What follows belongs to an exercise in optimizing a design on an open flow for small area, a short achievable clock period and few clock cycles per item; a production flow would make more cautious choices. RTL that was checked went through simulation tests only; none was proved equivalent to the original. Power and IR drop assume default switching activity.

==> flow/design.v <==
module qvlc_enc (
    input  wire        clk,
    input  wire        rst,         
    input  wire        in_valid,
    output wire        in_ready,
    input  wire [15:0] in_coef,     
    input  wire [3:0]  in_qno,      
    input  wire [1:0]  in_cls,      
    input  wire        in_mode,     
    output wire        out_valid,
    input  wire        out_ready,
    output wire [15:0] out_val,     
    output wire [4:0]  out_len,     
    output wire        out_last,    
    output wire        out_err,     
    output wire [11:0] out_bits     
);
    localparam RL = 65;             
    reg  [RL*9-1:0] ring;           
    wire [8:0]      ring_in;        
    always @(posedge clk)
        ring <= {ring[(RL-1)*9-1:0], ring_in};
    wire [8:0] tap  = ring[62*9 +: 9];    
    reg        rdy;                 
    reg  [6:0] wd;                  
    reg  [6:0] span;                
    reg  [5:0] wj;                  
    reg  [3:0] qno;
    reg  [1:0] cls;
    reg        mode;
    reg        werr;                
    reg  [5:0] widx;                
    reg        pv;                  
    reg        pdc;                 
    reg        plast;               
    reg [15:0] pcoef;
    reg  [2:0] psh;
    reg        pend;
    reg        perr;
    reg  [5:0] pidx;
    wire in_fire = in_valid && rdy && !rst;
    function [2:0] shift_tab(input [3:0] q, input [1:0] z);
        reg [11:0] row;            
        begin
            case (q)
                4'd0,  4'd1:  row = {3'd4, 3'd4, 3'd3, 3'd3};
                4'd2,  4'd3:  row = {3'd4, 3'd3, 3'd3, 3'd2};
                4'd4,  4'd5:  row = {3'd3, 3'd3, 3'd2, 3'd2};
                4'd6,  4'd7:  row = {3'd3, 3'd2, 3'd2, 3'd1};
                4'd8,  4'd9:  row = {3'd2, 3'd2, 3'd1, 3'd1};
                4'd10, 4'd11: row = {3'd2, 3'd1, 3'd1, 3'd0};
                4'd12, 4'd13: row = {3'd1, 3'd1, 3'd0, 3'd0};
                4'd14:        row = {3'd1, 3'd0, 3'd0, 3'd0};
                default:      row = {3'd0, 3'd0, 3'd0, 3'd0};
            endcase
            shift_tab = row[z*3 +: 3];
        end
    endfunction
    wire [1:0] zone = mode ? wj[1:0] : wj[5:4];
    wire [2:0] sh   = shift_tab(qno, zone) + {2'd0, cls == 2'd3};
    wire        x_neg = pcoef[15];
    wire [15:0] x_mag = x_neg ? (16'd0 - pcoef) : pcoef;    
    wire [15:0] q_mag = x_mag >> psh;
    wire        q_big = (q_mag[15:8] != 8'd0);
    assign ring_in = pv ? {x_neg, q_mag[7:0]} : ring[(RL-1)*9 +: 9];
    reg        ract;                
    reg  [5:0] rj;                  
    reg        reob;                
    reg        r63;                 
    reg  [5:0] run;
    reg  [6:0] rd;                  
    reg        al;                  
    reg        tz, ta1, ta2, ta3;   
    reg        lz, la1;             
    reg        ov;                  
    reg [15:0] oval;
    reg  [4:0] olen;
    reg        olast;
    reg        ofirst;              
    reg        oerr;
    reg [11:0] obits;
    wire       ospace = !ov || out_ready;
    wire [7:0] amp   = tap[7:0];
    wire       sgn   = tap[8];
    wire [5:0] r     = ract ? run : 6'd0;
    wire       r_0   = (r == 6'd0);
    wire       r_1   = (r == 6'd1);
    wire       r_2   = (r == 6'd2);
    wire       is_eob = ract && reob;
    wire       last_c = ract && r63;
    wire       split1 = tz && !last_c && !lz && (!la1 || !(r_0 || r_1));
    reg [15:0] t_val;
    reg  [4:0] t_len;
    always @(*) begin
        if (is_eob) begin
            t_val = 16'h0006; t_len = 5'd4;
        end else if (tz) begin                         
            if (r_0) begin t_val = 16'h007C;           t_len = 5'd7;  end
            else     begin t_val = {10'h07E, r};       t_len = 5'd13; end
        end else if (ta1 && r_1) begin
            t_val = {11'd0, 4'b0111, sgn};  t_len = 5'd5;
        end else if (ta1 && r_2) begin
            t_val = {10'd0, 5'b10100, sgn}; t_len = 5'd6;
        end else if (ta1) begin
            t_val = {14'd0, 1'b0, sgn};     t_len = 5'd3;
        end else if (ta2) begin
            t_val = {12'd0, 3'b010, sgn};   t_len = 5'd4;
        end else if (ta3) begin
            t_val = {11'd0, 4'b1000, sgn};  t_len = 5'd5;
        end else begin
            t_val = {7'b1111111, amp, sgn}; t_len = 5'd16;
        end
    end
    wire emit    = is_eob || !tz || split1;
    wire start   = !ract && pend;                       
    wire do_err  = start && perr && ospace;
    wire can_go  = al && (ract || (pend && !perr));
    wire step    = can_go && (!emit || ospace);
    wire load    = (step && emit) || do_err;
    wire s_le64 = (span[6] == 1'b0) || (span[5:0] == 6'd0);
    wire s_65   = (span == 7'd65);
    wire s_66   = (span == 7'd66);
    wire span_ok = do_err || s_le64 || (s_65 && !(in_fire && !step)) ||
                   (s_66 && step && !in_fire);
    wire [6:0] span_n = span + {6'd0, in_fire} - {6'd0, step} - (do_err ? 7'd64 : 7'd0);
    wire [6:0] rd_m1  = (rd == 7'd0) ? 7'd64 : rd - 7'd1;
    wire [6:0] rd_m2  = (rd == 7'd0) ? 7'd63 : (rd == 7'd1) ? 7'd64 : rd - 7'd2;
    wire [6:0] wd_m1  = (wd == 7'd0) ? 7'd64 : wd - 7'd1;
    wire [5:0] j      = ract ? rj : 6'd1;
    assign in_ready = rdy;
    always @(posedge clk) begin
        if (rst) begin
            rdy    <= 1'b1;
            wd     <= 7'd1;
            rd     <= 7'd2;
            al     <= 1'b1;
            span   <= 7'd0;
            wj     <= 6'd0;
            pv     <= 1'b0;
            pdc    <= 1'b0;
            plast  <= 1'b0;
            pend   <= 1'b0;
            ract   <= 1'b0;
            ov     <= 1'b0;
            ofirst <= 1'b1;
        end else begin
            wd   <= in_fire ? wd : wd_m1;
            span <= span_n;
            rdy  <= (in_fire || wd == 7'd2) && span_ok;
            pv    <= in_fire && (wj != 6'd0);
            pdc   <= in_fire && (wj == 6'd0);
            plast <= in_fire && (wj == 6'd63);
            if (in_fire) wj <= wj + 6'd1;
            if (pv && plast) pend <= 1'b1;
            else if (start && (do_err || step)) pend <= 1'b0;
            rd <= do_err ? rd_m2 : step ? rd : rd_m1;
            al <= do_err ? (rd == 7'd4) : step ? al : (rd == 7'd3);
            if (step) begin
                ract <= !is_eob;
                rj   <= j + 6'd1;
                reob <= (j == 6'd63);
                r63  <= (j == 6'd62);
                run  <= tz ? r + 6'd1 : 6'd0;
            end
            if (load) ov <= 1'b1;
            else if (out_ready) ov <= 1'b0;
            if (load) ofirst <= do_err || is_eob;
        end
    end
    always @(posedge clk) begin
        if (in_fire && wj == 6'd0) begin
            qno  <= in_qno;
            cls  <= in_cls;
            mode <= in_mode;
        end
        if (pdc) begin
            werr <= 1'b0;
        end else if (pv && q_big && !werr) begin
            werr <= 1'b1;
            widx <= wj - 6'd1;
        end
        pcoef <= in_coef;
        psh   <= sh;
        if (pv && plast) begin
            perr <= werr || q_big;
            pidx <= werr ? widx : 6'd63;
        end
        lz  <= (ring[60*9 +: 8] == 8'd0);
        la1 <= (ring[60*9 +: 8] == 8'd1);
        tz  <= lz;
        ta1 <= la1;
        ta2 <= (ring[61*9 +: 8] == 8'd2);
        ta3 <= (ring[61*9 +: 8] == 8'd3);
        if (load) begin
            oerr  <= do_err;
            olast <= do_err || is_eob;
            oval  <= do_err ? {10'd0, pidx} : t_val;
            olen  <= do_err ? 5'd0 : t_len;
            obits <= do_err ? 12'd0 : (ofirst ? 12'd0 : obits) + {7'd0, t_len};
        end
    end
    assign out_valid = ov;
    assign out_val   = oval;
    assign out_len   = olen;
    assign out_last  = olast;
    assign out_err   = oerr;
    assign out_bits  = obits;
endmodule
==> flow/config.mk <==
export PLATFORM = sky130hd
export DESIGN_NAME = qvlc_enc
export DESIGN_NICKNAME = qvlc_enc
export VERILOG_FILES = /design/flow/design.v
export SDC_FILE = /design/flow/constraint.sdc
export NUM_CORES = 4
export LEC_CHECK = 0
export CAP_MARGIN = 20
export CORE_MARGIN = 2
export CORE_UTILIZATION = 70
export CTS_CLUSTER_DIAMETER = 100
export CTS_CLUSTER_SIZE = 30
export SETUP_SLACK_MARGIN = 5
export SLEW_MARGIN = 20
==> flow/constraint.sdc <==
create_clock -name core_clock -period 9.0 [get_ports {clk}]
set_input_delay 1.8000 -clock core_clock [delete_from_list [all_inputs] [get_ports {clk}]]
set_output_delay 1.8000 -clock core_clock [all_outputs]
set_load 0.01 [all_outputs]
standard.sh (not shown) runs the stock make flow with config.mk's settings and CLKGATE_MAP_FILE= SYNTH_SCRIPT=/design/flow/synth_recipe.tcl, a recipe that flattens the netlist after the stock synthesis.
==> flow/flow/run.sh <==
#!/bin/bash
set -euo pipefail
bash standard.sh finish SETUP_SLACK_MARGIN=6.0 > standard_make.log 2>&1
Edit:
--- a/flow/design.v
+++ b/flow/design.v
@@ -25,8 +25,8 @@
     reg  [6:0] wd;                  
     reg  [6:0] span;                
     reg  [5:0] wj;                  
-    reg  [3:0] qno;
-    reg  [1:0] cls;
+    reg  [3:0] qe;                  
+    reg        c3;                  
     reg        mode;
     reg        werr;                
     reg  [5:0] widx;                
@@ -39,30 +39,26 @@
     reg        perr;
     reg  [5:0] pidx;
     wire in_fire = in_valid && rdy && !rst;
-    function [2:0] shift_tab(input [3:0] q, input [1:0] z);
-        reg [11:0] row;            
-        begin
-            case (q)
-                4'd0,  4'd1:  row = {3'd4, 3'd4, 3'd3, 3'd3};
-                4'd2,  4'd3:  row = {3'd4, 3'd3, 3'd3, 3'd2};
-                4'd4,  4'd5:  row = {3'd3, 3'd3, 3'd2, 3'd2};
-                4'd6,  4'd7:  row = {3'd3, 3'd2, 3'd2, 3'd1};
-                4'd8,  4'd9:  row = {3'd2, 3'd2, 3'd1, 3'd1};
-                4'd10, 4'd11: row = {3'd2, 3'd1, 3'd1, 3'd0};
-                4'd12, 4'd13: row = {3'd1, 3'd1, 3'd0, 3'd0};
-                4'd14:        row = {3'd1, 3'd0, 3'd0, 3'd0};
-                default:      row = {3'd0, 3'd0, 3'd0, 3'd0};
-            endcase
-            shift_tab = row[z*3 +: 3];
-        end
-    endfunction
     wire [1:0] zone = mode ? wj[1:0] : wj[5:4];
-    wire [2:0] sh   = shift_tab(qno, zone) + {2'd0, cls == 2'd3};
+    wire [3:0] qs   = qe + {2'd0, zone};
+    wire [2:0] sh   = (qs[3:2] == 2'd0) ? {2'd0, c3} : qs[3:1] - 3'd1;
     wire        x_neg = pcoef[15];
-    wire [15:0] x_mag = x_neg ? (16'd0 - pcoef) : pcoef;    
-    wire [15:0] q_mag = x_mag >> psh;
-    wire        q_big = (q_mag[15:8] != 8'd0);
-    assign ring_in = pv ? {x_neg, q_mag[7:0]} : ring[(RL-1)*9 +: 9];
+    wire [14:0] u     = pcoef[14:0] ^ {15{x_neg}};
+    wire [14:0] v     = u >> psh;
+    reg         c;
+    always @(*) begin
+        case (psh)
+            3'd0:    c = x_neg;
+            3'd1:    c = x_neg & u[0];
+            3'd2:    c = x_neg & (&u[1:0]);
+            3'd3:    c = x_neg & (&u[2:0]);
+            3'd4:    c = x_neg & (&u[3:0]);
+            default: c = x_neg & (&u[4:0]);
+        endcase
+    end
+    wire [8:0]  q_lo  = {1'b0, v[7:0]} + {8'd0, c};
+    wire        q_big = (v[14:8] != 7'd0) || q_lo[8];
+    assign ring_in = pv ? {x_neg, q_lo[7:0]} : ring[(RL-1)*9 +: 9];
     reg        ract;                
     reg  [5:0] rj;                  
     reg        reob;                
@@ -169,8 +165,8 @@
     end
     always @(posedge clk) begin
         if (in_fire && wj == 6'd0) begin
-            qno  <= in_qno;
-            cls  <= in_cls;
+            qe   <= 4'd8 - {1'b0, in_qno[3:1]} - {3'd0, in_qno == 4'd15} + {2'd0, in_cls == 2'd3, 1'b0};
+            c3   <= (in_cls == 2'd3);
             mode <= in_mode;
         end
         if (pdc) begin
=> The changed run completed with no timing, DRC or antenna violations; utilization goes down by 0.69 points; final area goes down by 1.1%; sequential cell count goes down by 11; count of clock-buffer cells in the layout is unchanged; first-iteration DRC count goes down by 23%; clock skew goes up by 0.0072 ns; sequential power goes down by about 2%; wire length goes down by 2.3%; via count goes down by 0.32%; total power goes down by 1.3%.
Testbench counts after the change, summed over its fixed seeds: cycles 21,008, blocks 320.
For the first run of this note, only the layout was checked, not whether the RTL still works.

## static timing again, ports no longer ideal
How much do the figures lean on ideal ports? The routed layouts below were timed once more, with nothing changed but the port constraints. Step 1: set_driving_cell puts a clkbuf_16 on clk and a buf_2 on each other input, an assumption about the parent block. Step 2 also shifts input and output timing later by t, the mid clock arrival at the registers, as if the neighbouring blocks saw the same clock. Slacks: no drivers / after step 1 / after step 2; pairs: no drivers / after step 1.
run | shift t [ns] | setup slack, ns | hold slack, ns | worst setup path after step 2 | worst register clock-pin slew, ns
the first run | 0.622 | 5.681 / 5.681 / 5.088 | 0.295 / 0.295 / 0.295 | input to register | 0.12 / 0.12
the second run | 0.632 | 5.589 / 5.582 / 4.950 | 0.329 / 0.329 / 0.329 | input to register | 0.12 / 0.12
After both steps setup and hold are still met in every run listed. The setup slack of the second run, which loses most, moves by -0.007 ns with the drivers and by -0.639 ns with both steps.
